This is an optimization exercise on Yosys and OpenROAD, whose aim is small area, not a production implementation.
Function was checked by simulation only, so behaviour that the tests miss may differ from the original.
The clock input has no modelled driver; a real chip could not lean on it and would need a root buffer or a full tree.
No activity file was given, so power comes from the tool's default toggle rates.

===== flow/flow/run.sh =====
#!/bin/bash
# Own layout flow: the standard synthesis, then the combinational logic of
# its netlist re-mapped for area with a stronger ABC script (registers kept as
# they are, same cells and names; two rounds of four ABC scripts, the
# smallest result kept),
# then the standard layout steps, with small port buffers and a clock
# tree without dummy loads whose largest leaf buffers get a stronger cell
# (cts_post.tcl).
set -euo pipefail
W=$PWD
R=$W/orfs/results/$FLOW_PLATFORM/uniloader_jtag/base
YOSYS=yosys
if [[ -x $FLOW_HOME/../tools/install/yosys/bin/yosys ]]; then YOSYS=$FLOW_HOME/../tools/install/yosys/bin/yosys; fi
LIB=$FLOW_HOME/platforms/$FLOW_PLATFORM/lib/sky130_fd_sc_hd__tt_025C_1v80.lib

# 1. standard synthesis
bash standard.sh synth > $W/1_synth.log 2>&1
cp $R/1_2_yosys.v $W/1_2_yosys_standard.v

# 2. area re-mapping of the combinational logic: two rounds of four ABC
#    scripts in parallel; each round starts from the smallest netlist so far
remap_round() {   # remap_round ROUND INPUT SCRIPT-PREFIX
  local S
  for S in 0 1 2 3; do
    LIB=$LIB IN_V=$2 TOP=$FLOW_TOP ABC_SCRIPT=$W/flow/$3_$S.abc \
    OUT_V=$W/remap$1_$S.v OUT_STAT=$W/remap$1_stat_$S.txt \
      $YOSYS -c $W/flow/reabc.tcl > $W/2_remap$1_$S.log 2>&1 &
  done
  wait
  for S in 0 1 2 3; do
    a=$(grep "Chip area" $W/remap$1_stat_$S.txt | awk '{print $NF}' || true)
    [[ -n "$a" ]] || continue
    if [[ -z "$besta" ]] || awk "BEGIN{exit !($a < $besta)}"; then best=$W/remap$1_$S.v; besta=$a; fi
  done
  echo "round $1 areas: $(grep -h 'Chip area' $W/remap$1_stat_*.txt | awk '{print $NF}' | tr '\n' ' '); best so far $best ($besta)" >> $W/2_remap_choice.log
}
best=""; besta=""
: > $W/2_remap_choice.log
remap_round 1 $W/1_2_yosys_standard.v opt
remap_round 2 $best opt2
cp $best $R/1_2_yosys.v
touch $R/1_2_yosys.v

# 3. layout
export BUFFER_PORTS_ARGS="-buffer_cell sky130_fd_sc_hd__buf_1"
export CTS_ARGS="-sink_clustering_enable -repair_clock_nets -dont_use_dummy_load -buf_list sky130_fd_sc_hd__clkbuf_4 -sink_clustering_size 20"
export POST_CTS_TCL=$W/flow/cts_post.tcl
export LEAF_CLKBUF_BIG=sky130_fd_sc_hd__clkbuf_8
export LEAF_CLKBUF_MAX_FANOUT=8
bash standard.sh > $W/3_layout.log 2>&1

===== flow/flow/cts_post.tcl =====
# After clock tree synthesis: give the leaf clock buffers that drive the most
# register clock pins a stronger cell, for margin on the clock-pin slew.
set block [ord::get_db_block]
set big [[ord::get_db] findMaster $::env(LEAF_CLKBUF_BIG)]
set changed 0
foreach inst [$block getInsts] {
  if { ![string match "clkbuf_*_*__f_clk" [$inst getName]] } { continue }
  set out [[$inst findITerm X] getNet]
  set n [expr {[llength [$out getITerms]] - 1}]
  if { $n > $::env(LEAF_CLKBUF_MAX_FANOUT) } {
    puts "cts_post: [$inst getName] drives $n pins, now [$big getName]"
    $inst swapMaster $big
    incr changed
  }
}
if { $changed } {
  detailed_placement
  check_placement -verbose
}
estimate_parasitics -placement
report_clock_skew

===== flow/flow/opt2_0.abc =====
strash
&get -n
&deepsyn -J 100 -S 8
&deepsyn -J 100 -S 9
&put
dch -f
amap -m -F 4 -A 8
mfs2
strash
dch -f
amap -m -F 4 -A 8
mfs2
strash
dch -f
amap -m -F 4 -A 8
mfs2
strash
dch -f
amap -m -F 4 -A 8
mfs2
strash
dch -f
amap -m -F 4 -A 8

===== flow/flow/opt2_1.abc =====
strash
&get -n
&deepsyn -J 100 -S 10
&deepsyn -J 100 -S 11
&put
dch -f
amap -m -F 4 -A 8
mfs2
strash
dch -f
amap -m -F 4 -A 8
mfs2
strash
dch -f
amap -m -F 4 -A 8
mfs2
strash
dch -f
amap -m -F 4 -A 8
mfs2
strash
dch -f
amap -m -F 4 -A 8

===== flow/flow/opt2_2.abc =====
strash
&get -n
&deepsyn -J 100 -S 12
&deepsyn -J 100 -S 13
&put
dch -f
amap -m -F 4 -A 8
mfs2
strash
dch -f
amap -m -F 4 -A 8
mfs2
strash
dch -f
amap -m -F 4 -A 8
mfs2
strash
dch -f
amap -m -F 4 -A 8
mfs2
strash
dch -f
amap -m -F 4 -A 8

===== flow/flow/opt2_3.abc =====
strash
&get -n
&deepsyn -J 100 -S 14
&deepsyn -J 100 -S 15
&put
dch -f
amap -m -F 4 -A 8
mfs2
strash
dch -f
amap -m -F 4 -A 8
mfs2
strash
dch -f
amap -m -F 4 -A 8
mfs2
strash
dch -f
amap -m -F 4 -A 8
mfs2
strash
dch -f
amap -m -F 4 -A 8

===== flow/flow/opt_0.abc =====
strash
&get -n
&deepsyn -J 100 -S 0
&deepsyn -J 100 -S 1
&put
dch -f
amap -m -F 4 -A 8
mfs2
strash
dch -f
amap -m -F 4 -A 8
mfs2
strash
dch -f
amap -m -F 4 -A 8
mfs2
strash
dch -f
amap -m -F 4 -A 8
mfs2
strash
dch -f
amap -m -F 4 -A 8

===== flow/flow/opt_1.abc =====
strash
&get -n
&deepsyn -J 100 -S 2
&deepsyn -J 100 -S 3
&put
dch -f
amap -m -F 4 -A 8
mfs2
strash
dch -f
amap -m -F 4 -A 8
mfs2
strash
dch -f
amap -m -F 4 -A 8
mfs2
strash
dch -f
amap -m -F 4 -A 8
mfs2
strash
dch -f
amap -m -F 4 -A 8

===== flow/flow/opt_2.abc =====
strash
&get -n
&deepsyn -J 100 -S 4
&deepsyn -J 100 -S 5
&put
dch -f
amap -m -F 4 -A 8
mfs2
strash
dch -f
amap -m -F 4 -A 8
mfs2
strash
dch -f
amap -m -F 4 -A 8
mfs2
strash
dch -f
amap -m -F 4 -A 8
mfs2
strash
dch -f
amap -m -F 4 -A 8

===== flow/flow/opt_3.abc =====
strash
&get -n
&deepsyn -J 100 -S 6
&deepsyn -J 100 -S 7
&put
dch -f
amap -m -F 4 -A 8
mfs2
strash
dch -f
amap -m -F 4 -A 8
mfs2
strash
dch -f
amap -m -F 4 -A 8
mfs2
strash
dch -f
amap -m -F 4 -A 8
mfs2
strash
dch -f
amap -m -F 4 -A 8
mfs2
strash
dch -f
amap -m -F 4 -A 8
mfs2
strash
dch -f
amap -m -F 4 -A 8
mfs2
strash
dch -f
amap -m -F 4 -A 8
mfs2
strash
dch -f
amap -m -F 4 -A 8

===== flow/flow/reabc.tcl =====
# Re-map the combinational logic of a mapped netlist with a stronger ABC script.
# Flip-flops (and tie cells) stay as they are, with their instance names.
yosys -import
set lib $::env(LIB)
read_liberty -ignore_miss_func -ignore_miss_dir $lib
read_verilog $::env(IN_V)
hierarchy -top $::env(TOP)
foreach m [split [exec sh -c "grep -o 'sky130_fd_sc_hd__\[a-z0-9_\]*' $::env(IN_V) | sort -u"] "\n"] {
  if {[regexp {df|dl|conb|tap|fill|decap} $m]} { catch {blackbox $m} }
}
flatten
opt_clean -purge
stat
abc -script $::env(ABC_SCRIPT) -liberty $lib -dont_use *lpflow* -dont_use *probe* -D 8000
opt_clean -purge
setundef -zero
splitnets
opt_clean -purge
hilomap -singleton -hicell sky130_fd_sc_hd__conb_1 HI -locell sky130_fd_sc_hd__conb_1 LO
insbuf -buf sky130_fd_sc_hd__buf_1 A X
tee -o $::env(OUT_STAT) stat -liberty $lib
write_verilog -noattr -noexpr -nohex -nodec $::env(OUT_V)

===== flow/standard.sh =====
#!/bin/bash
# synth_recipe.tcl (not shown) runs the flow's synth.tcl, then flattens the netlist and writes it again
# the make line also repeats each setting of config.mk as NAME=value (left out here)
make -C /OpenROAD-flow-scripts/flow DESIGN_CONFIG=/design/flow/config.mk WORK_HOME=/design/flow/orfs CLKGATE_MAP_FILE= SYNTH_SCRIPT=/design/flow/synth_recipe.tcl "${@:-finish}"

===== flow/config.mk =====
export PLATFORM = sky130hd
export DESIGN_NAME = uniloader_jtag
export DESIGN_NICKNAME = uniloader_jtag
export VERILOG_FILES = /design/flow/design.v
export SDC_FILE = /design/flow/constraint.sdc
export NUM_CORES = 4
export LEC_CHECK = 0
export ABC_AREA = 1
export CAP_MARGIN = 20
export CORE_MARGIN = 2
export CORE_UTILIZATION = 40
export CTS_BUF_LIST = sky130_fd_sc_hd__clkbuf_4
export CTS_CLUSTER_SIZE = 20
export PLACE_DENSITY = 0.6
export SLEW_MARGIN = 20

===== flow/constraint.sdc =====
create_clock -name core_clock -period 8.0 [get_ports {clk}]
set_input_delay 1.6000 -clock core_clock [delete_from_list [all_inputs] [get_ports {clk}]]
set_output_delay 1.6000 -clock core_clock [all_outputs]
set_load 0.01 [all_outputs]

===== flow/design.v =====
module uniloader_jtag (
    input  wire        clk,
    input  wire        rst,
    input  wire        req_valid,
    input  wire [23:0] req_word,
    output wire        req_ready,
    output wire        rsp_valid,
    output wire        rsp_err,
    output wire [31:0] rsp_data,
    output reg  [3:0]  tap_state,
    output reg         tap_known,
    output reg         tck,
    output reg         tms,
    output reg         tdi,
    input  wire        tdo
);
    localparam S_RESET = 4'h0, S_IDLE  = 4'h1, S_SELDR = 4'h2, S_CAPDR = 4'h3,
               S_SHDR  = 4'h4, S_EX1DR = 4'h5, S_PADR  = 4'h6, S_EX2DR = 4'h7,
               S_UPDR  = 4'h8, S_SELIR = 4'h9, S_CAPIR = 4'hA, S_SHIR  = 4'hB,
               S_EX1IR = 4'hC, S_PAIR  = 4'hD, S_EX2IR = 4'hE, S_UPIR  = 4'hF;
    localparam OP_RESET = 4'h0, OP_SET = 4'h1, OP_BITS = 4'h2, OP_RUN = 4'h3,
               OP_SHIR = 4'h4, OP_SHDR = 4'h5, OP_TOGGLE = 4'h6,
               OP_GETID = 4'h8, OP_INIT = 4'h9, OP_SEND = 4'hA, OP_FINISH = 4'hB,
               OP_REFUSED = 4'hF;
    localparam M_END = 4'd0, M_RST5 = 4'd1, M_INSN = 4'd2, M_DR32 = 4'd3,
               M_DR95 = 4'd4, M_RUNK = 4'd5, M_USER = 4'd6, M_SET = 4'd7,
               M_TOGGLE = 4'd8, M_RUN = 4'd9, M_GHOST = 4'd10;
    reg        busy;
    reg [3:0]  op;
    reg        f0;
    wire       f1 = m[2];    
    reg [2:0]  m;
    reg [1:0]  ph;
    reg        pdone;
    reg [4:0]  s;
    reg [31:0] q;
    reg [1:0]  rsub;      
    reg        bor;       
    assign req_ready = !busy;
    assign rsp_err   = (op == OP_REFUSED);
    assign rsp_data  = q;
    assign rsp_valid = busy && tck && (mk == M_END);
    wire [3:0] w_op  = req_word[23:20];
    wire [3:0] w_n   = req_word[11:8];
    wire       w_f0  = req_word[16];
    wire [3:0] w_tgt = req_word[3:0];
    wire n_bad   = (w_n == 4'd0) || (w_n > 4'd8);
    wire in_shdr = tap_known && (tap_state == S_SHDR);
    wire in_shir = tap_known && (tap_state == S_SHIR);
    reg  reachable;
    reg  w_match;
    reg  w_refuse;
    always @* begin
        case (w_tgt)
            S_RESET: reachable = (tap_state == S_RESET);
            S_EX2DR: reachable = (tap_state == S_EX2DR) || (tap_state == S_PADR);
            S_EX2IR: reachable = (tap_state == S_EX2IR) || (tap_state == S_PAIR);
            default: reachable = 1'b1;
        endcase
        case (w_op)
            OP_RESET, OP_GETID, OP_FINISH:
                           w_match = (req_word[19:0] == 20'd0);
            OP_SET:        w_match = (req_word[19:4] == 16'd0);
            OP_BITS:       w_match = (req_word[19:17] == 3'd0) && (req_word[15:12] == 4'd0);
            OP_RUN:        w_match = (req_word[19:16] == 4'd0);
            OP_SHIR,
            OP_SHDR:       w_match = (req_word[19:18] == 2'd0) && (req_word[15:12] == 4'd0);
            OP_INIT:       w_match = (req_word[19:17] == 3'd0) && (req_word[15:0] == 16'd0);
            OP_SEND:       w_match = (req_word[19:18] == 2'd0) && (req_word[15:8] == 8'd0);
            default:       w_match = 1'b0;
        endcase
        case (w_op)
            OP_SET:    w_refuse = !tap_known || !reachable;
            OP_BITS:   w_refuse = n_bad || !(in_shdr || in_shir);
            OP_RUN:    w_refuse = !(tap_known && (tap_state == S_IDLE));
            OP_SHIR:   w_refuse = n_bad || (w_f0 ? !tap_known : !in_shir);
            OP_SHDR:   w_refuse = n_bad || (w_f0 ? !tap_known : !in_shdr);
            OP_SEND:   w_refuse = w_f0 ? !tap_known : !in_shdr;
            OP_FINISH: w_refuse = !tap_known;
            default:   w_refuse = 1'b0;
        endcase
        if (!w_match)
            w_refuse = 1'b1;
    end
    wire w_toggle = (tap_state == w_tgt) && ((w_tgt == S_PADR) || (w_tgt == S_PAIR));
    wire [3:0] w_opi = w_refuse ? OP_REFUSED :
                       ((w_op == OP_SET) && w_toggle) ? OP_TOGGLE : w_op;
    reg [3:0] mk;
    always @* begin
        mk = M_END;
        case (op)
            OP_RESET:  if (m[1:0] == 2'd0) mk = M_RST5;
            OP_SET:    if (m[1:0] == 2'd0) mk = M_SET;
            OP_TOGGLE: if (m[1:0] == 2'd0) mk = M_TOGGLE;
            OP_BITS, OP_SHIR, OP_SHDR, OP_SEND:
                       if (m[1:0] == 2'd0) mk = M_USER;
            OP_RUN:    if (m == 3'd0) mk = M_RUN; else if (m == 3'd1) mk = M_GHOST;
            OP_GETID:  case (m)
                           3'd0: mk = M_RST5;
                           3'd1: mk = M_INSN;
                           3'd2: mk = M_DR32;
                           default: mk = M_END;
                       endcase
            OP_INIT:   case (m)
                           3'd0: mk = M_RST5;
                           3'd1: mk = M_INSN;
                           3'd2: mk = f0 ? M_INSN : M_END;
                           3'd3: mk = M_RUNK;
                           3'd4: mk = M_INSN;
                           3'd5: mk = M_DR95;
                           3'd6: mk = M_INSN;
                           default: mk = M_END;
                       endcase
            OP_FINISH: case (m)
                           3'd0: mk = M_INSN;
                           3'd1: mk = M_DR32;
                           3'd2: mk = M_RUNK;
                           3'd3: mk = M_GHOST;
                           default: mk = M_END;
                       endcase
            OP_REFUSED: if (m[1:0] == 2'd0) mk = M_GHOST;
            default:   mk = M_END;
        endcase
    end
    reg        ld_en;
    reg [15:0] ld_val;
    always @* begin
        ld_en  = 1'b0;
        ld_val = 16'd0;
        case (mk)
            M_INSN: begin
                ld_en = 1'b1;
                if (op == OP_GETID)      ld_val = 16'h0009;       
                else if (op == OP_FINISH) ld_val = 16'h000C;      
                else if (m == 3'd1)      ld_val = 16'h000B;       
                else                     ld_val = 16'h0005;       
            end
            M_DR95: begin ld_en = 1'b1; ld_val = 16'd94; end
            M_RUNK: begin ld_en = 1'b1; ld_val = (op == OP_FINISH) ? 16'd100 : 16'd14000; end
            default: ;
        endcase
    end
    wire       x_ir = (op == OP_SHIR);
    reg        nav_en;
    reg [3:0]  nav_tgt;
    always @* begin
        nav_en  = 1'b0;
        nav_tgt = S_IDLE;
        if (ph == 2'd1) begin
            case (mk)
                M_INSN: begin nav_en = 1'b1; nav_tgt = S_SHIR; end
                M_DR32, M_DR95: begin nav_en = 1'b1; nav_tgt = S_SHDR; end
                M_USER: begin nav_en = (op != OP_BITS); nav_tgt = x_ir ? S_SHIR : S_SHDR; end
                M_SET:  begin nav_en = 1'b1; nav_tgt = q[3:0]; end
                default: ;
            endcase
        end else begin
            case (mk)
                M_INSN, M_DR32, M_DR95: nav_en = 1'b1;
                M_USER: nav_en = f1 && (op != OP_BITS);
                default: ;
            endcase
        end
    end
    wire       b_run  = (mk == M_DR95) || (mk == M_RUNK) || (mk == M_RUN);
    wire       b_ghost = (mk == M_SET) || (mk == M_GHOST);
    wire       b_tms1 = (mk == M_RST5) || (mk == M_TOGGLE);
    wire       b_tdi  = (mk == M_INSN) || (mk == M_DR32) || (mk == M_USER);
    wire       b_cap  = ((mk == M_DR32) && (op == OP_GETID)) ||
                        ((mk == M_USER) && (op != OP_SEND));
    wire       b_adv  = (op == OP_BITS) ? f0 : ((mk != M_USER) || f1);
    reg  [3:0] b_n;     
    always @* begin
        case (mk)
            M_RST5:   b_n = 4'd5;
            M_TOGGLE: b_n = 4'd1;
            M_INSN:   b_n = 4'd6;
            M_USER:   b_n = (op == OP_SEND) ? 4'd8 : {({rsub, bor} == 3'd0), rsub, bor};
            default:  b_n = 4'd0;
        endcase
    end
    wire [4:0] s_inc = s + 5'd1;
    wire       last  = (s_inc == {1'b0, b_n});
    reg [3:0] nx0;
    always @* begin
        case (tap_state)
            S_RESET: nx0 = S_IDLE;
            S_SELDR: nx0 = S_CAPDR;
            S_CAPDR, S_EX2DR: nx0 = S_SHDR;
            S_EX1DR: nx0 = S_PADR;
            S_UPDR, S_UPIR: nx0 = S_IDLE;
            S_SELIR: nx0 = S_CAPIR;
            S_CAPIR, S_EX2IR: nx0 = S_SHIR;
            S_EX1IR: nx0 = S_PAIR;
            default: nx0 = tap_state;
        endcase
    end
    wire tgt_ir  = nav_tgt[3] & (nav_tgt != S_UPDR);
    wire nav_tms = !((nx0 == nav_tgt) || (tap_state == S_RESET) || (tap_state == S_SELIR) ||
                     ((tap_state == S_SELDR) && !tgt_ir));
    reg [3:0] std_next;
    always @* begin
        case (tap_state)
            S_RESET: std_next = tms ? S_RESET : S_IDLE;
            S_IDLE:  std_next = tms ? S_SELDR : S_IDLE;
            S_SELDR: std_next = tms ? S_SELIR : S_CAPDR;
            S_CAPDR: std_next = tms ? S_EX1DR : S_SHDR;
            S_SHDR:  std_next = tms ? S_EX1DR : S_SHDR;
            S_EX1DR: std_next = tms ? S_UPDR  : S_PADR;
            S_PADR:  std_next = tms ? S_EX2DR : S_PADR;
            S_EX2DR: std_next = tms ? S_UPDR  : S_SHDR;
            S_UPDR:  std_next = tms ? S_SELDR : S_IDLE;
            S_SELIR: std_next = tms ? S_RESET : S_CAPIR;
            S_CAPIR: std_next = tms ? S_EX1IR : S_SHIR;
            S_SHIR:  std_next = tms ? S_EX1IR : S_SHIR;
            S_EX1IR: std_next = tms ? S_UPIR  : S_PAIR;
            S_PAIR:  std_next = tms ? S_EX2IR : S_PAIR;
            S_EX2IR: std_next = tms ? S_UPIR  : S_SHIR;
            default: std_next = tms ? S_SELDR : S_IDLE;
        endcase
    end
    localparam R_ROT = 2'd0, R_PUL = 2'd1, R_FIN = 2'd2;
    wire in_h    = !s[4] && (s[3] || (s[2] && (s[1] || s[0])));    
    wire rot_din = q[0] ^ (in_h & bor);
    wire bor_nx  = (s == 5'd0) | (bor & !(in_h & q[0]));
    wire s_is_l  = (s == q[4:0]);
    always @(posedge clk) begin
        if (rst) begin
            busy      <= 1'b0;
            tck       <= 1'b1;
            tap_known <= 1'b0;
            tap_state <= S_RESET;
            pdone     <= 1'b0;
            s         <= 5'd0;
            rsub      <= R_ROT;
            op        <= 4'h0;
            m         <= 3'd0;
            ph        <= 2'd0;
            f0        <= 1'b0;
            q[15:0]   <= 16'd0;
        end else if (!busy) begin
            if (req_valid) begin
                busy     <= 1'b1;
                op       <= w_opi;
                f0       <= req_word[16];
                {rsub, bor} <= req_word[10:8];    
                q[15:0]  <= req_word[15:0];
                m        <= {req_word[17], 2'd0};
                ph       <= 2'd0;
            end
        end else if (!tck) begin
            tck       <= 1'b1;
            tap_state <= std_next;
            if (ph == 2'd2) begin
                s <= s_inc;
                if (b_run) begin
                    if (s == 5'd31) rsub <= R_ROT;
                end else begin
                    q <= {tdo & b_cap, q[31:1]};
                    if (last) pdone <= 1'b1;
                end
            end
        end else if (mk == M_END) begin
            busy      <= 1'b0;
        end else begin
            case (ph)
                2'd0: begin
                    if (ld_en) q[15:0] <= ld_val;
                    if (b_run) rsub <= R_ROT;
                    ph <= 2'd1;
                end
                2'd2: begin
                    if (pdone) begin
                        if (s == 5'd0) begin
                            pdone <= 1'b0;
                            rsub  <= R_ROT;
                            ph    <= 2'd3;
                        end else begin
                            q <= {1'b0, q[31:1]};
                            s <= s_inc;
                        end
                    end else if (b_run) begin
                        case (rsub)
                            R_ROT: begin
                                q   <= {rot_din, q[31:1]};
                                s   <= s_inc;
                                bor <= bor_nx;
                                if (s == 5'd31) rsub <= bor ? R_FIN : R_PUL;
                            end
                            R_PUL: begin
                                tck <= 1'b0;
                                tms <= 1'b0;
                            end
                            default: begin
                                if (s_is_l) begin
                                    pdone <= 1'b1;
                                end else begin
                                    tck <= 1'b0;
                                    tms <= 1'b0;
                                end
                            end
                        endcase
                    end else if (b_ghost) begin
                        q <= {1'b0, q[31:1]};
                        s <= s_inc;
                        if (last) pdone <= 1'b1;
                    end else begin
                        if (mk == M_RST5) tap_known <= 1'b1;
                        tck <= 1'b0;
                        tms <= b_tms1 | (b_adv & last);
                        if (b_tdi) tdi <= q[0];
                    end
                end
                default: begin  
                    if (nav_en && (tap_state != nav_tgt)) begin
                        tck <= 1'b0;
                        tms <= nav_tms;
                    end else begin
                        ph <= ph + 2'd1;
                        if (ph == 2'd3) m <= m + 3'd1;
                    end
                end
            endcase
        end
    end
endmodule

==> impl_metrics.toml, run 1 <==
[power_and_ir_drop]
combPwrFrac_pct = 21.1
powerDensity_nw_per_um2 = 173
switching_share_pct = 33.7
switchingPower_uw = 223
seq_power_share_pct = 52.4
p_leak_nw = 1.22
p_int_uw = 440
clockPowerShare_pct = 26.5
vdd_ir_drop_max_mv = 0.0627

[die]
initial_core_util_pct = 41.3
die_y_microns = 96.1
row_count = 33
fp.dieArea_sq_um = 9240
coreArea_sq_um = 8220
die_w_microns = 96.1
pin_count = 71

[grt]
use_met3_pct = 5.17
grt-ovfl-total = 0
antenna_found_initial = 0
grt_pass1_wl_microns = 17600
grt_max_degree = 21
grt_use_met1_pct = 36.5
busiest_layer = "met2"
grt_pass1_vias = 3277
grt_util_met2_pct = 37.4
track_usage_pct = 25.7

[sta]
tightest_slew_ps = 637
clock_skew_ps = 27.9
hold_viol = 0
rsz0062_at_grt = "no"
period_needed_ps = 5530
finalMaxSlewViolations = 0
maxSlewHeadroom_pct = 57.4
clock.fmax_ghz = 0.181
finalSetupViolations = 0
tns_ps = 0
post-route-period-util_pct = 69.2

[place]
hpwl_microns = 8850
place_area_sq_um = 3740
port_buffers = 70
gp_congestion = 0.969

[critical_path]
critPathRequiredTime_ps = 8340
crit_slowest_cell = "o21ai_0"
start_kind = "flop"
critPathKind = "flop to flop"
arrival_ps = 5870
endpoint_kind = "flop"
slowest_delay_ps = 430
worst-path-max-fanout = 9

[route]
drt_iter0_drc = 463
antenna_left = 0
drc_errors = 0
vias_per_cell = 6.04
wl_per_cell_microns = 18.5
vias = 3769
wirelength_microns = 11500
drtPass1Iterations = 7

[logic_synthesis]
synth_fp_nets = 485
syn-cell-area_sq_um = 3390
syn_area_per_cell_sq_um = 7.43
yosys_warnings = 1
synthCells = 457

[clocking]
cts_tree = "done"
clock_sinks = 60
path_clk_slew_ps = 90
worstSkewPairLatency_ps = 420

[layout]
antennaDiodeCount = 0
num-nets-final = 549
multi_input_area_sq_um = 1680
area_growth_pct = 12.8
regArea_sq_um = 1390
stdcell_area_sq_um = 3830
layout-drive-gt1-share_pct = 2.70
fillers = 852

[job]
cap_viol_max_count = 0

[run_status]
status = "timing/DRC/antenna clean"

[worst_hold_path]
hp-class = "flop to flop"
-- flip-flops by register name (all words and copies together) (netlist names) --
name       cells
op             4
m              3
pdone          1
s              5
bor            1
tck            1
tdi            1
tms            1
q             32
tap_known      1
tap_state      4
busy           1
ph             2
rsub           2
f0             1
-- cells in the final DEF, fill, tap and decap left out, drive strengths merged, types with 13 or more instances in the layout --
cell type	n
clkinv	67
dfxtp	41
nor3	20
nor2	79
a21oi	23
o21ai	41
buf	74
a31oi	14
nand2	33
a222oi	13
edfxtp	19
-- critical path, delay by kind of cell (launching register included) --
| kind | cells | cell delay, ps |
|---|---|---|
| AOI/OAI and AO/OA | 12 | 2320 |
| and+or+nand+nor | 13 | 2140 |
| buffers and inverters | 5 | 620 |
| DFF | 1 | 370 |
-- per-layer routing --
metal  vias to the layer above  wire (microns)
met3                        35            1090
met5                         -               0
met2                       203            4870
met1                      1735            5150
li1                       1796               -
met4                         0             404
-- power by group through the flow --
stage	logic (mW)	clock network, mW	registers (mW)
final	0.140	0.176	0.348
after global routing	0.156	0.192	0.350
after detailed placement	0.137	0	0.354
after global placement	0.138	0	0.354
after floorplan	0.0941	0	0.346
-- stage by stage --
stage	hold slack [ps]	power [mW]	setup slack (ps)	cells	utilization, %
2_1_floorplan	429	0.440	3230	457	-
5_1_grt	467	0.698	1560	624	46.6
6_report	450	0.664	2470	624	46.6
3_3_place_gp	430	0.492	2990	615	45.5
3_5_place_dp	435	0.491	2670	615	45.5
-- path summary, 6_finish.rpt --
path	startpoint	endpoint	slack, ps	cells past startpoint
hold / removal	q[26]	q[25]	450	0
setup reg to reg	op[1]	m[2]	2470	30
hold reg to reg	q[26]	q[25]	450	0
setup / recovery	op[1]	m[2]	2470	30
-- area by class of cell --
type	count	share of cell area [%]
Tap cell	105	3.43
Sequential cell	60	36.3
Inverter	67	6.57
Clock buffer	9	2.25
Timing Repair Buffer	74	7.65
Multi-Input combinational cell	309	43.8
==> inputs of run 2 (changes only) <==
--- a/flow/design.v
+++ b/flow/design.v
@@ -21,13 +21,14 @@
     localparam OP_RESET = 4'h0, OP_SET = 4'h1, OP_BITS = 4'h2, OP_RUN = 4'h3,
                OP_SHIR = 4'h4, OP_SHDR = 4'h5, OP_TOGGLE = 4'h6,
                OP_GETID = 4'h8, OP_INIT = 4'h9, OP_SEND = 4'hA, OP_FINISH = 4'hB,
+               OP_INITJ = 4'hD,
                OP_REFUSED = 4'hF;
     localparam M_END = 4'd0, M_RST5 = 4'd1, M_INSN = 4'd2, M_DR32 = 4'd3,
                M_DR95 = 4'd4, M_RUNK = 4'd5, M_USER = 4'd6, M_SET = 4'd7,
                M_TOGGLE = 4'd8, M_RUN = 4'd9, M_GHOST = 4'd10;
     reg        busy;
     reg [3:0]  op;
-    reg        f0;
+    wire       f0 = m[2];    
     wire       f1 = m[2];    
     reg [2:0]  m;
     reg [1:0]  ph;
@@ -84,7 +85,8 @@
     end
     wire w_toggle = (tap_state == w_tgt) && ((w_tgt == S_PADR) || (w_tgt == S_PAIR));
     wire [3:0] w_opi = w_refuse ? OP_REFUSED :
-                       ((w_op == OP_SET) && w_toggle) ? OP_TOGGLE : w_op;
+                       ((w_op == OP_SET) && w_toggle) ? OP_TOGGLE :
+                       ((w_op == OP_INIT) && w_f0) ? OP_INITJ : w_op;    
     reg [3:0] mk;
     always @* begin
         mk = M_END;
@@ -101,10 +103,11 @@
                            3'd2: mk = M_DR32;
                            default: mk = M_END;
                        endcase
-            OP_INIT:   case (m)
+            OP_INIT, OP_INITJ:
+                       case (m)
                            3'd0: mk = M_RST5;
                            3'd1: mk = M_INSN;
-                           3'd2: mk = f0 ? M_INSN : M_END;
+                           3'd2: mk = (op == OP_INITJ) ? M_INSN : M_END;
                            3'd3: mk = M_RUNK;
                            3'd4: mk = M_INSN;
                            3'd5: mk = M_DR95;
@@ -236,16 +239,14 @@
             op        <= 4'h0;
             m         <= 3'd0;
             ph        <= 2'd0;
-            f0        <= 1'b0;
             q[15:0]   <= 16'd0;
         end else if (!busy) begin
             if (req_valid) begin
                 busy     <= 1'b1;
                 op       <= w_opi;
-                f0       <= req_word[16];
                 {rsub, bor} <= req_word[10:8];    
                 q[15:0]  <= req_word[15:0];
-                m        <= {req_word[17], 2'd0};
+                m        <= {(w_op == OP_BITS) ? req_word[16] : req_word[17], 2'd0};
                 ph       <= 2'd0;
             end
         end else if (!tck) begin
==> run 2 against run 1 <==
Effect of this change:
- still clean
- cell count decreased by 0.64%
- synthesized cell count decreased by 0.44%
- fmax decreased by 15%
- via count increased by 0.53%
- final area decreased by 0.23%
- hold slack got worse by 5.9 ps
- total power decreased by 5.0%
- critical path type unchanged
- largest cell class unchanged
==> impl_metrics.toml, run 2 <==
[grt]
grt_max_degree = 31
track_usage_pct = 26.3
antenna_found_initial = 0
grt_pass1_wl_microns = 18200
grt-ovfl-total = 0
grt_pass1_vias = 3537

[sta]
tns_ps = 0
post-route-period-util_pct = 81.2
worst_slack_ps = 1510
clock.fmax_ghz = 0.154
rsz0062_at_grt = "no"
finalSetupViolations = 0
tightest_slew_ps = 944
hold_viol = 0
maxSlewHeadroom_pct = 36.7
clock_skew_ps = 27.9
finalMaxSlewViolations = 0
period_needed_ps = 6490

[die]
die_w_microns = 96.3
die_y_microns = 96.3
coreArea_sq_um = 8260
row_count = 33
fp.dieArea_sq_um = 9280
initial_core_util_pct = 41.3
pin_count = 71

[logic_synthesis]
synthCells = 455
syn_area_per_cell_sq_um = 7.49
synth_fp_nets = 483
syn-cell-area_sq_um = 3410
yosys_warnings = 1

[layout]
area_growth_pct = 12.0
antennaDiodeCount = 0
fin_util_pct = 46.3
reg_top3 = "q: 32 flops, s: 5 flops"
final_common_cell = "nor2_1"
num-nets-final = 545
final_cell_mix = "nor2_1, clkinv_1, buf_1, o21ai_0, dfxtp_1"
largest_register_ffs = 32
top_register = "q"
layout-drive-gt1-share_pct = 2.14

[route]
drc_errors = 0
drt_iter0_drc = 379
wl_per_cell_microns = 19.1
vias_per_cell = 6.11
antenna_left = 0
vias = 3789
drtPass1Iterations = 5
wirelength_microns = 11900

[critical_path]
endpoint_kind = "flop"
rr_endpoint = "m[2]"
critPathKind = "flop to flop"
start_kind = "flop"
worst-path-max-fanout = 6
arrival_ps = 6830
critPathRequiredTime_ps = 8330
rrSetupSlack_ps = 1510
rr_startpoint = "m[1]"
rr_worst_depth = 27

[place]
gp_congestion = 0.998
hpwl_microns = 9280
port_buffers = 70
pre_cts_ws_ps = 1770

[clocking]
cts_tree = "done"
path_clk_slew_ps = 80
worstSkewPairLatency_ps = 410
clock_sinks = 59

[worst_hold_path]
hp-class = "flop to flop"
holdPathStages = 0
min_to = "q[22]"
holdCritStartpoint = "q[23]"

[power_and_ir_drop]
powerDensity_nw_per_um2 = 165
p_leak_nw = 1.18
vdd_ir_drop_max_mv = 0.0597

[run_status]
status = "timing/DRC/antenna clean"

[job]
cap_viol_max_count = 0
==> run 2: per-stage QoR <==
| step | power [mW] | std cells | area (sq um) | hold slack (ps) |
|---|---|---|---|---|
| after floorplan | 0.423 | 455 | 3410 | 448 |
| after global placement | 0.470 | 611 | 3740 | 426 |
| after detailed placement | 0.469 | 611 | 3740 | 434 |
| after global routing | 0.665 | 620 | 3820 | 461 |
| final | 0.631 | 620 | 3820 | 444 |
==> run 2: power breakdown <==
group / internal [mW] / total (mW) / switching, mW
sequential: 0.320 / 0.338 / 0.0181
clock: 0.0627 / 0.165 / 0.103
combinational: 0.0418 / 0.128 / 0.0859
total: 0.424 / 0.631 / 0.207
==> run 2: worst max path at each step <==
stage	from	depth (start not counted)	slack, ps	endpoint
6_report	m[1]	27	1510	m[2]
5_1_grt	m[1]	27	860	m[2]
3_5_place_dp	m[1]	27	1770	m[2]
3_3_place_gp	m[1]	27	2070	m[2]
2_1_floorplan	m[1]	27	3110	m[2]
==> run 2: area by class of cell <==
cell class | count | area (sq um)
clock buffers | 9 | 80.1
fillers | 854 | 4440
inverters | 70 | 263
multi-input cells | 305 | 1700
flip-flops and latches | 59 | 1370
well taps | 105 | 131
repair buffers | 72 | 278
==> run 2: critical path, cell delays in order (launching register included) <==
cell      delay, ps
dfxtp_1         400
clkinv_1        190
o211ai_1        320
a21oi_1         100
a32oi_1         530
clkinv_1        320
o221ai_1        480
o21bai_1        200
o21bai_1        230
a21oi_1          90
or2_0           260
nor2_1          200
nand2_1         110
nor2_1          210
clkinv_1        190
a211oi_1        260
o21ai_0         220
clkinv_1        120
o22ai_1         100
a222oi_1        390
o21ai_0         220
o311ai_0        490
nand2_1         150
nor2_1          180
nand2_1         150
nor2_1          150
o21ai_0          90
o21ai_0          90
==> run 2: metal layers <==
layer / vias to the layer above / GRT usage (%) / part of all wire, %
met5: - / 0 / 0
met4: 0 / 11.9 / 3.8
met3: 36 / 4.93 / 7.2
met2: 187 / 40.9 / 43
met1: 1767 / 35.3 / 46
li1: 1799 / - / -
==> inputs of run 3 (changes only) <==
--- a/flow/config.mk
+++ b/flow/config.mk
@@ -8,8 +8,8 @@
 export ABC_AREA = 1
 export CAP_MARGIN = 20
 export CORE_MARGIN = 2
-export CORE_UTILIZATION = 40
+export CORE_UTILIZATION = 60
 export CTS_BUF_LIST = sky130_fd_sc_hd__clkbuf_4
 export CTS_CLUSTER_SIZE = 20
-export PLACE_DENSITY = 0.6
+export PLACE_DENSITY = 0.75
 export SLEW_MARGIN = 20
==> run 3 against run 2 <==
Effect of this change:
- still clean on timing, DRC and antenna
- final area is 1.3% lower
- cell count is 5.5% lower
- die area is 32% lower
- clock skew is 2.0 ps higher
- total power is 0.36% higher
- largest cell class unchanged
- highest routed layer unchanged
==> impl_metrics.toml, run 3 <==
[layout]
regArea_sq_um = 1370
reg_top3 = "q: 32 flops, s: 5 flops"
fillers = 486
multi_input_area_sq_um = 1700
antennaDiodeCount = 0
top_register = "q"
final_common_cell = "nor2_1"
final_cell_mix = "nor2_1, clkinv_1, buf_1, o21ai_0, dfxtp_1"
final_cells = 586
num-nets-final = 544
area_growth_pct = 10.6
fin_util_pct = 68.5
layout-drive-gt1-share_pct = 1.95
largest_register_ffs = 32

[clocking]
clock_sinks = 59
cts_tree = "done"
worstSkewPairLatency_ps = 410
path_clk_slew_ps = 100

[grt]
grt_pass1_vias = 3441
grt-ovfl-total = 0
track_usage_pct = 35.6
grt_max_degree = 31
antenna_found_initial = 0
grt_pass1_wl_microns = 17100

[power_and_ir_drop]
powerDensity_nw_per_um2 = 168
p_leak_nw = 1.18
vdd_ir_drop_max_mv = 0.133

[route]
drtPass1Iterations = 6
wirelength_microns = 11400
wl_per_cell_microns = 19.5
drc_errors = 0
vias = 3906
vias_per_cell = 6.67
antenna_left = 0
drt_iter0_drc = 676

[sta]
tns_ps = 0
post-route-period-util_pct = 80.9
clock_skew_ps = 29.9
worst_slack_ps = 1530
rsz0062_at_grt = "no"
hold_viol = 0
period_needed_ps = 6470
worst_hold_slack_ps = 439
tightest_slew_ps = 999
finalSetupViolations = 0
clock.fmax_ghz = 0.154
maxSlewHeadroom_pct = 33.1
finalMaxSlewViolations = 0

[critical_path]
arrival_ps = 6810
start_kind = "flop"
critPathKind = "flop to flop"
endpoint_kind = "flop"
worst-path-max-fanout = 6
critPathRequiredTime_ps = 8340

[logic_synthesis]
synthCells = 455
syn-cell-area_sq_um = 3410
yosys_warnings = 1
synth_fp_nets = 483
syn_area_per_cell_sq_um = 7.49

[die]
row_count = 27
die_w_microns = 79.4
die_y_microns = 79.4
fp.dieArea_sq_um = 6300
initial_core_util_pct = 61.9
coreArea_sq_um = 5510
pin_count = 71

[place]
pre_cts_ws_ps = 1730
dp_cells = 577
port_buffers = 70
gp_congestion = 0.992
hpwl_microns = 8710

[job]
cap_viol_max_count = 0

[run_status]
status = "timing/DRC/antenna clean"

[worst_hold_path]
hp-class = "flop to flop"
## run 3: layout make-up
| type | instances | area share, % |
|---|---|---|
| well taps | 72 | 2.39 |
| repair buffers | 71 | 7.17 |
| clock buffers | 9 | 2.12 |
| multi-input cells | 305 | 45.0 |
| flip-flops and latches | 59 | 36.4 |
| inverters | 70 | 6.97 |
## run 3: layer usage
metal	share of wire (%)	GRT usage, %	vias to the layer above	wire length, microns
met3	11	7.24	45	1280
met4	3.3	15.5	0	381
met5	0	0	-	0
li1	-	-	1792	-
met1	39	45.6	1759	4490
met2	46	58.3	310	5280
## run 3: critical path: stages (launching register included)
cell and delay [ps]:
dfxtp_1 400, clkinv_1 190, o211ai_1 290, a21oi_1 90, a32oi_1 460, clkinv_1 350, o221ai_1 500, o21bai_1 200
o21bai_1 210, a21oi_1 100, or2_0 260, nor2_1 170, nand2_1 90, nor2_1 200, clkinv_1 180, a211oi_1 300
o21ai_0 220, clkinv_1 120, o22ai_1 90, a222oi_1 300, o21ai_0 200, o311ai_0 580, nand2_1 220, nor2_1 220
nand2_1 120, nor2_1 140, o21ai_0 100, o21ai_0 100
## run 3: path summary, 6_finish.rpt
check,slack (ps),cells after the start,from,to
min reg2reg,440,0,q[19],q[18]
max reg2reg,1530,27,m[1],m[2]
min,440,0,q[19],q[18]
max,1530,27,m[1],m[2]
## run 3: power breakdown
group / leakage, nW / switching, mW / internal (mW)
sequential: 0.502 / 0.0186 / 0.320
clock: 0.0466 / 0.103 / 0.0627
combinational: 0.629 / 0.0875 / 0.0414
total: 1.18 / 0.209 / 0.424
## run 3: per-stage QoR
stage | power [mW] | cell area, sq um
global route | 0.651 | 3770
detailed placement | 0.468 | 3690
floorplan | 0.423 | 3410
finish | 0.633 | 3770
global placement | 0.467 | 3690
==> inputs of run 4 (changes only) <==
--- a/flow/flow/run.sh
+++ b/flow/flow/run.sh
@@ -46,5 +46,5 @@
 export CTS_ARGS="-sink_clustering_enable -repair_clock_nets -dont_use_dummy_load -buf_list sky130_fd_sc_hd__clkbuf_4 -sink_clustering_size 20"
 export POST_CTS_TCL=$W/flow/cts_post.tcl
 export LEAF_CLKBUF_BIG=sky130_fd_sc_hd__clkbuf_8
-export LEAF_CLKBUF_MAX_FANOUT=8
+export LEAF_CLKBUF_MAX_FANOUT=10
 bash standard.sh > $W/3_layout.log 2>&1
--- a/flow/config.mk
+++ b/flow/config.mk
@@ -8,8 +8,8 @@
 export ABC_AREA = 1
 export CAP_MARGIN = 20
 export CORE_MARGIN = 2
-export CORE_UTILIZATION = 60
+export CORE_UTILIZATION = 70
 export CTS_BUF_LIST = sky130_fd_sc_hd__clkbuf_4
 export CTS_CLUSTER_SIZE = 20
-export PLACE_DENSITY = 0.75
+export PLACE_DENSITY = 0.85
 export SLEW_MARGIN = 20
==> run 4 against run 3 <==
Effect of this change:
- clock skew grew 4.7 ps
- cell count shrank 0.68%
- sequential power is essentially flat
- largest power group unchanged
==> impl_metrics.toml, run 4 <==
[worst_hold_path]
hp-class = "flop to flop"
holdCritStartpoint = "q[22]"
holdPathStages = 0
min_to = "q[21]"

[sta]
maxSlewHeadroom_pct = 36.4
finalMaxSlewViolations = 0
post-route-period-util_pct = 79.3
rsz0062_at_grt = "no"
clock_skew_ps = 34.7
period_needed_ps = 6340
hold_viol = 0
tightest_slew_ps = 948
finalSetupViolations = 0
tns_ps = 0
clock.fmax_ghz = 0.158

[power_and_ir_drop]
total_power_uw = 628
powerDensity_nw_per_um2 = 167
switching_share_pct = 33.3
seq_power_share_pct = 53.9
p_leak_nw = 1.18
clockPowerShare_pct = 25.7
vdd_ir_drop_max_mv = 0.135
switchingPower_uw = 209
p_int_uw = 419
combPwrFrac_pct = 20.4

[die]
pin_count = 71
row_count = 25
die_y_microns = 73.8
initial_core_util_pct = 72.2
coreArea_sq_um = 4720
die_w_microns = 73.8
fp.dieArea_sq_um = 5440

[layout]
final_common_cell = "nor2_1"
final_cell_mix = "nor2_1, clkinv_1, buf_1, o21ai_0, dfxtp_1"
layout-drive-gt1-share_pct = 2.14
largest_register_ffs = 32
num-nets-final = 545
fillers = 366
antennaDiodeCount = 0
fin_util_pct = 79.7
top_register = "q"
area_growth_pct = 10.5
reg_top3 = "q: 32 flops, s: 5 flops"

[route]
wirelength_microns = 11500
vias_per_cell = 7.05
antenna_left = 0
drtPass1Iterations = 6
drc_errors = 0
wl_per_cell_microns = 19.8
vias = 4102
drt_iter0_drc = 808

[clocking]
clock_sinks = 59
worstSkewPairLatency_ps = 430
path_clk_slew_ps = 110
cts_tree = "done"

[critical_path]
arrival_ps = 6700
rr_startpoint = "m[1]"
rr_worst_depth = 27
critPathRequiredTime_ps = 8360
critPathKind = "flop to flop"
endpoint_kind = "flop"
start_kind = "flop"
worst-path-max-fanout = 6
startpoint = "m[1]"
rr_endpoint = "m[2]"
rrSetupSlack_ps = 1660

[place]
gp_congestion = 1.15
port_buffers = 70
hpwl_microns = 8390

[grt]
grt_pass1_vias = 3579
grt-ovfl-total = 0
antenna_found_initial = 0
grt_pass1_wl_microns = 17700
grt_max_degree = 31
track_usage_pct = 43.5

[logic_synthesis]
synthCells = 455
yosys_warnings = 1
syn-cell-area_sq_um = 3410
syn_area_per_cell_sq_um = 7.49
synth_fp_nets = 483

[run_status]
status = "timing/DRC/antenna clean"

[job]
cap_viol_max_count = 0
[run 4: critical path: stages, from the launching register on]
cell and delay [ps]:
dfxtp_1 400, clkinv_1 220, o211ai_1 370, a21oi_1 110, a32oi_1 460, clkinv_1 290
o221ai_1 450, o21bai_1 200, o21bai_1 200, a21oi_1 80, or2_0 260, nor2_1 200
nand2_1 100, nor2_1 190, clkinv_1 170, a211oi_1 250, o21ai_0 220, clkinv_1 120
o22ai_1 100, a222oi_1 340, o21ai_0 210, o311ai_0 560, nand2_1 180, nor2_1 190
nand2_1 120, nor2_1 140, o21ai_0 90, o21ai_0 80
[run 4: power groups by stage]
| stage | registers (mW) | logic [mW] | clock network (mW) |
|---|---|---|---|
| floorplan | 0.337 | 0.0862 | 0 |
| global placement | 0.343 | 0.120 | 0 |
| detailed placement | 0.344 | 0.121 | 0 |
| global route | 0.339 | 0.139 | 0.165 |
| finish | 0.339 | 0.128 | 0.161 |
[run 4: layer usage]
metal	part of all wire, %	vias to the layer above	track usage [%]
li1	-	1796	-
met1	36	1817	56.0
met2	45	405	68.0
met3	13	84	9.05
met4	6.0	0	24.0
met5	0	-	0
[run 4: how the worst max path moves through the flow]
| stage | end | slack (ps) | depth (start not counted) |
|---|---|---|---|
| floorplan | m[2] | 3110 | 27 |
| global route | m[2] | 1080 | 27 |
| finish | m[2] | 1660 | 27 |
| global placement | m[2] | 2290 | 27 |
| detailed placement | m[2] | 2020 | 27 |
[run 4: metrics by stage]
stage / instances / hold WS, ps / instance area, sq um / setup WS (ps)
floorplan: 455 / 448 / 3410 / 3110
global placement: 572 / 429 / 3680 / 2290
finish: 582 / 426 / 3770 / 1660
global route: 582 / 430 / 3770 / 1080
detailed placement: 572 / 435 / 3680 / 2020
[run 4: final cells by class]
type / instances / area [sq um] / share of cell area (%)
sequential: 59 / 1370 / 36.4
clock buffer: 9 / 73.8 / 1.96
tap: 67 / 83.8 / 2.23
inverter: 70 / 263 / 6.98
timing repair buffer: 72 / 278 / 7.38
multi-input combinational: 305 / 1700 / 45.0
==> inputs of run 5 (changes only) <==
--- a/flow/design.v
+++ b/flow/design.v
@@ -21,14 +21,13 @@
     localparam OP_RESET = 4'h0, OP_SET = 4'h1, OP_BITS = 4'h2, OP_RUN = 4'h3,
                OP_SHIR = 4'h4, OP_SHDR = 4'h5, OP_TOGGLE = 4'h6,
                OP_GETID = 4'h8, OP_INIT = 4'h9, OP_SEND = 4'hA, OP_FINISH = 4'hB,
-               OP_INITJ = 4'hD,
                OP_REFUSED = 4'hF;
     localparam M_END = 4'd0, M_RST5 = 4'd1, M_INSN = 4'd2, M_DR32 = 4'd3,
                M_DR95 = 4'd4, M_RUNK = 4'd5, M_USER = 4'd6, M_SET = 4'd7,
                M_TOGGLE = 4'd8, M_RUN = 4'd9, M_GHOST = 4'd10;
     reg        busy;
     reg [3:0]  op;
-    wire       f0 = m[2];    
+    reg        f0;
     wire       f1 = m[2];    
     reg [2:0]  m;
     reg [1:0]  ph;
@@ -85,8 +84,7 @@
     end
     wire w_toggle = (tap_state == w_tgt) && ((w_tgt == S_PADR) || (w_tgt == S_PAIR));
     wire [3:0] w_opi = w_refuse ? OP_REFUSED :
-                       ((w_op == OP_SET) && w_toggle) ? OP_TOGGLE :
-                       ((w_op == OP_INIT) && w_f0) ? OP_INITJ : w_op;    
+                       ((w_op == OP_SET) && w_toggle) ? OP_TOGGLE : w_op;
     reg [3:0] mk;
     always @* begin
         mk = M_END;
@@ -103,11 +101,10 @@
                            3'd2: mk = M_DR32;
                            default: mk = M_END;
                        endcase
-            OP_INIT, OP_INITJ:
-                       case (m)
+            OP_INIT:   case (m)
                            3'd0: mk = M_RST5;
                            3'd1: mk = M_INSN;
-                           3'd2: mk = (op == OP_INITJ) ? M_INSN : M_END;
+                           3'd2: mk = f0 ? M_INSN : M_END;
                            3'd3: mk = M_RUNK;
                            3'd4: mk = M_INSN;
                            3'd5: mk = M_DR95;
@@ -239,14 +236,16 @@
             op        <= 4'h0;
             m         <= 3'd0;
             ph        <= 2'd0;
+            f0        <= 1'b0;
             q[15:0]   <= 16'd0;
         end else if (!busy) begin
             if (req_valid) begin
                 busy     <= 1'b1;
                 op       <= w_opi;
+                f0       <= req_word[16];
                 {rsub, bor} <= req_word[10:8];    
                 q[15:0]  <= req_word[15:0];
-                m        <= {(w_op == OP_BITS) ? req_word[16] : req_word[17], 2'd0};
+                m        <= {req_word[17], 2'd0};
                 ph       <= 2'd0;
             end
         end else if (!tck) begin
--- a/flow/flow/run.sh
+++ b/flow/flow/run.sh
@@ -46,5 +46,5 @@
 export CTS_ARGS="-sink_clustering_enable -repair_clock_nets -dont_use_dummy_load -buf_list sky130_fd_sc_hd__clkbuf_4 -sink_clustering_size 20"
 export POST_CTS_TCL=$W/flow/cts_post.tcl
 export LEAF_CLKBUF_BIG=sky130_fd_sc_hd__clkbuf_8
-export LEAF_CLKBUF_MAX_FANOUT=10
+export LEAF_CLKBUF_MAX_FANOUT=8
 bash standard.sh > $W/3_layout.log 2>&1
==> flow/flow/cts_post.tcl (replaced) <==
# After clock tree synthesis: merge the leaf clock buffers in pairs (nearest
# first); each kept leaf buffer gets a stronger cell and sits at the centre of
# the register clock pins it now drives.
set block [ord::get_db_block]
set big [[ord::get_db] findMaster $::env(LEAF_CLKBUF_BIG)]
set leaves {}
foreach inst [$block getInsts] {
  if { [string match "clkbuf_*_*__f_clk" [$inst getName]] } { lappend leaves $inst }
}
proc center { inst } {
  set b [$inst getBBox]
  return [list [expr {([$b xMin] + [$b xMax]) / 2}] [expr {([$b yMin] + [$b yMax]) / 2}]]
}
while { [llength $leaves] > 1 } {
  set a [lindex $leaves 0]
  set ca [center $a]
  set bestd -1
  set bi -1
  for {set i 1} {$i < [llength $leaves]} {incr i} {
    set cb [center [lindex $leaves $i]]
    set d [expr {abs([lindex $ca 0] - [lindex $cb 0]) + abs([lindex $ca 1] - [lindex $cb 1])}]
    if { $bestd < 0 || $d < $bestd } { set bestd $d; set bi $i }
  }
  set b [lindex $leaves $bi]
  set anet [[$a findITerm X] getNet]
  set bnet [[$b findITerm X] getNet]
  foreach it [$bnet getITerms] {
    if { [$it getInst] != $b } { $it disconnect; $it connect $anet }
  }
  [$b findITerm A] disconnect
  odb::dbInst_destroy $b
  odb::dbNet_destroy $bnet
  $a swapMaster $big
  # centre of the sinks
  set sx 0; set sy 0; set n 0
  foreach it [$anet getITerms] {
    if { [$it getInst] == $a } { continue }
    set c [center [$it getInst]]
    set sx [expr {$sx + [lindex $c 0]}]; set sy [expr {$sy + [lindex $c 1]}]; incr n
  }
  if { $n > 0 } { $a setLocation [expr {$sx / $n}] [expr {$sy / $n}] }
  puts "cts_post: [$a getName] now drives $n pins"
  set leaves [lreplace $leaves $bi $bi]
  set leaves [lrange $leaves 1 end]
}
detailed_placement
check_placement -verbose
estimate_parasitics -placement
report_clock_skew
--- a/flow/config.mk
+++ b/flow/config.mk
@@ -8,8 +8,8 @@
 export ABC_AREA = 1
 export CAP_MARGIN = 20
 export CORE_MARGIN = 2
-export CORE_UTILIZATION = 70
+export CORE_UTILIZATION = 40
 export CTS_BUF_LIST = sky130_fd_sc_hd__clkbuf_4
 export CTS_CLUSTER_SIZE = 20
-export PLACE_DENSITY = 0.85
+export PLACE_DENSITY = 0.6
 export SLEW_MARGIN = 20
==> run 5 against run 4 <==
Effect of this change:
- sequential cell count increased by 1
- synthesized area decreased by 0.44%
- setup slack improved by 820 ps
- register-to-register slack improved by 820 ps
- critical path type unchanged
- critical endpoint is now m[1]
- largest cell class unchanged
==> impl_metrics.toml, run 5 <==
[die]
initial_core_util_pct = 41.3
pin_count = 71
die_w_microns = 96.1
die_y_microns = 96.1
coreArea_sq_um = 8220
row_count = 33
fp.dieArea_sq_um = 9240

[sta]
post-route-period-util_pct = 69.0
worst_slack_ps = 2480
period_needed_ps = 5520
tightest_slew_ps = 622
finalSetupViolations = 0
clock_skew_ps = 28.0
tns_ps = 0
hold_viol = 0
maxSlewHeadroom_pct = 58.2
clock.fmax_ghz = 0.181
finalMaxSlewViolations = 0
rsz0062_at_grt = "no"

[critical_path]
rrSetupSlack_ps = 2480
arrival_ps = 5790
critPathRequiredTime_ps = 8270
start_kind = "flop"
worst-path-max-fanout = 9
endpoint_kind = "flop"
crit_slowest_cell = "nor3_1"
slowest_delay_ps = 430
critPathKind = "flop to flop"

[logic_synthesis]
syn_area_per_cell_sq_um = 7.43
syn-cell-area_sq_um = 3390
yosys_warnings = 1
synthCells = 457
synth_fp_nets = 485

[place]
pre_cts_ws_ps = 2670
gp_congestion = 0.969
hpwl_microns = 8850
port_buffers = 70

[layout]
fillers = 853
num-nets-final = 545
final_common_cell = "nor2_1"
area_growth_pct = 12.1
final_cell_mix = "nor2_1, buf_1, clkinv_1, o21ai_0, dfxtp_1"
top_register = "q"
layout-drive-gt1-share_pct = 1.94
reg_top3 = "q: 32 flops, s: 5 flops"
largest_register_ffs = 32
antennaDiodeCount = 0

[power_and_ir_drop]
total_power_uw = 639
switchingPower_uw = 215
vdd_ir_drop_max_mv = 0.0706
combPwrFrac_pct = 21.9
seq_power_share_pct = 54.5
switching_share_pct = 33.7
clockPowerShare_pct = 23.6
powerDensity_nw_per_um2 = 168
p_leak_nw = 1.21
p_int_uw = 424

[run_status]
status = "timing/DRC/antenna clean"

[job]
cap_viol_max_count = 0

[grt]
grt_pass1_vias = 3254
busiest_layer = "met2"
grt_util_met2_pct = 37.6
track_usage_pct = 25.4
antenna_found_initial = 0
grt_pass1_wl_microns = 17500
use_met3_pct = 4.86
grt_max_degree = 22
grt_use_met1_pct = 35.9
grt-ovfl-total = 0

[route]
vias = 3732
antenna_left = 0
wirelength_microns = 11500
drtPass1Iterations = 6
vias_per_cell = 6.02
wl_per_cell_microns = 18.5
drc_errors = 0
drt_iter0_drc = 443

[clocking]
clock_sinks = 60
path_clk_slew_ps = 120
worstSkewPairLatency_ps = 400

[worst_hold_path]
hp-class = "flop to flop"
-- run 5: worst max-delay path, delay by kind of cell (launching register included) --
kind            cells  cell delay [ps]
flops               1              370
compound gates     12             2320
buf+inv             5              610
simple gates       13             2100
-- run 5: final timing paths --
kind         start     to  cells after the start
max reg2reg  op[1]   m[1]                     30
min          q[29]  q[28]                      0
max          op[1]   m[1]                     30
min reg2reg  q[29]  q[28]                      0
-- run 5: layout make-up --
type | count | area [sq um] | area share [%]
Timing Repair Buffer | 74 | 293 | 7.69
Multi-Input combinational cell | 309 | 1680 | 44.0
Tap cell | 105 | 131 | 3.45
Clock buffer | 5 | 62.6 | 1.64
Inverter | 67 | 251 | 6.61
Sequential cell | 60 | 1390 | 36.6
-- run 5: through the flow --
step                      cell area [sq um]  hold slack, ps  cells  util (%)
final                                  3800             446    620      46.3
after global routing                   3800             464    620      46.3
after detailed placement               3740             435    615      45.5
after global placement                 3740             430    615      45.5
after floorplan                        3390             429    457         -
-- run 5: power by group through the flow --
stage                     Sequential [mW]  Clock, mW  Combinational (mW)
final                               0.348      0.151               0.140
after global routing                0.350      0.166               0.156
after detailed placement            0.354          0               0.137
after global placement              0.354          0               0.138
after floorplan                     0.346          0              0.0941
-- run 5: layer usage --
layer,wire length [microns],vias up
li1,-,1788
met1,5130,1707
met2,4930,207
met3,1040,30
met4,369,0
met5,0,-

separate check: timing with driven ports:
In the flow no input, the clock included, has a driving cell. The finished layouts below were timed again as built, in two steps. Step 1 assumes that a clkbuf_16 drives the clock port and a buf_2 every other input. Step 2 also shifts input and output timing later by t, the mid clock arrival at the registers, as if the neighbouring blocks saw the same clock. Slacks: ideal / step 1 / step 2; pairs: ideal / step 1.
run	t (ns)	setup WS [ns]	worst setup path at the end	worst register clock-pin slew, ns	worst slew at a driven data input, ns
run 1	0.436	2.465 / 2.465 / 2.465	register to register	0.09 / 0.09	0.04
run 2	0.423	1.507 / 1.507 / 1.507	register to register	0.09 / 0.09	0.03
run 3	0.430	1.526 / 1.526 / 1.526	register to register	0.10 / 0.10	0.04
run 4	0.442	1.657 / 1.657 / 1.657	register to register	0.11 / 0.11	0.05
run 5	0.412	2.479 / 2.479 / 2.479	register to register	0.12 / 0.12	0.04
After both steps every run listed still meets setup and hold.
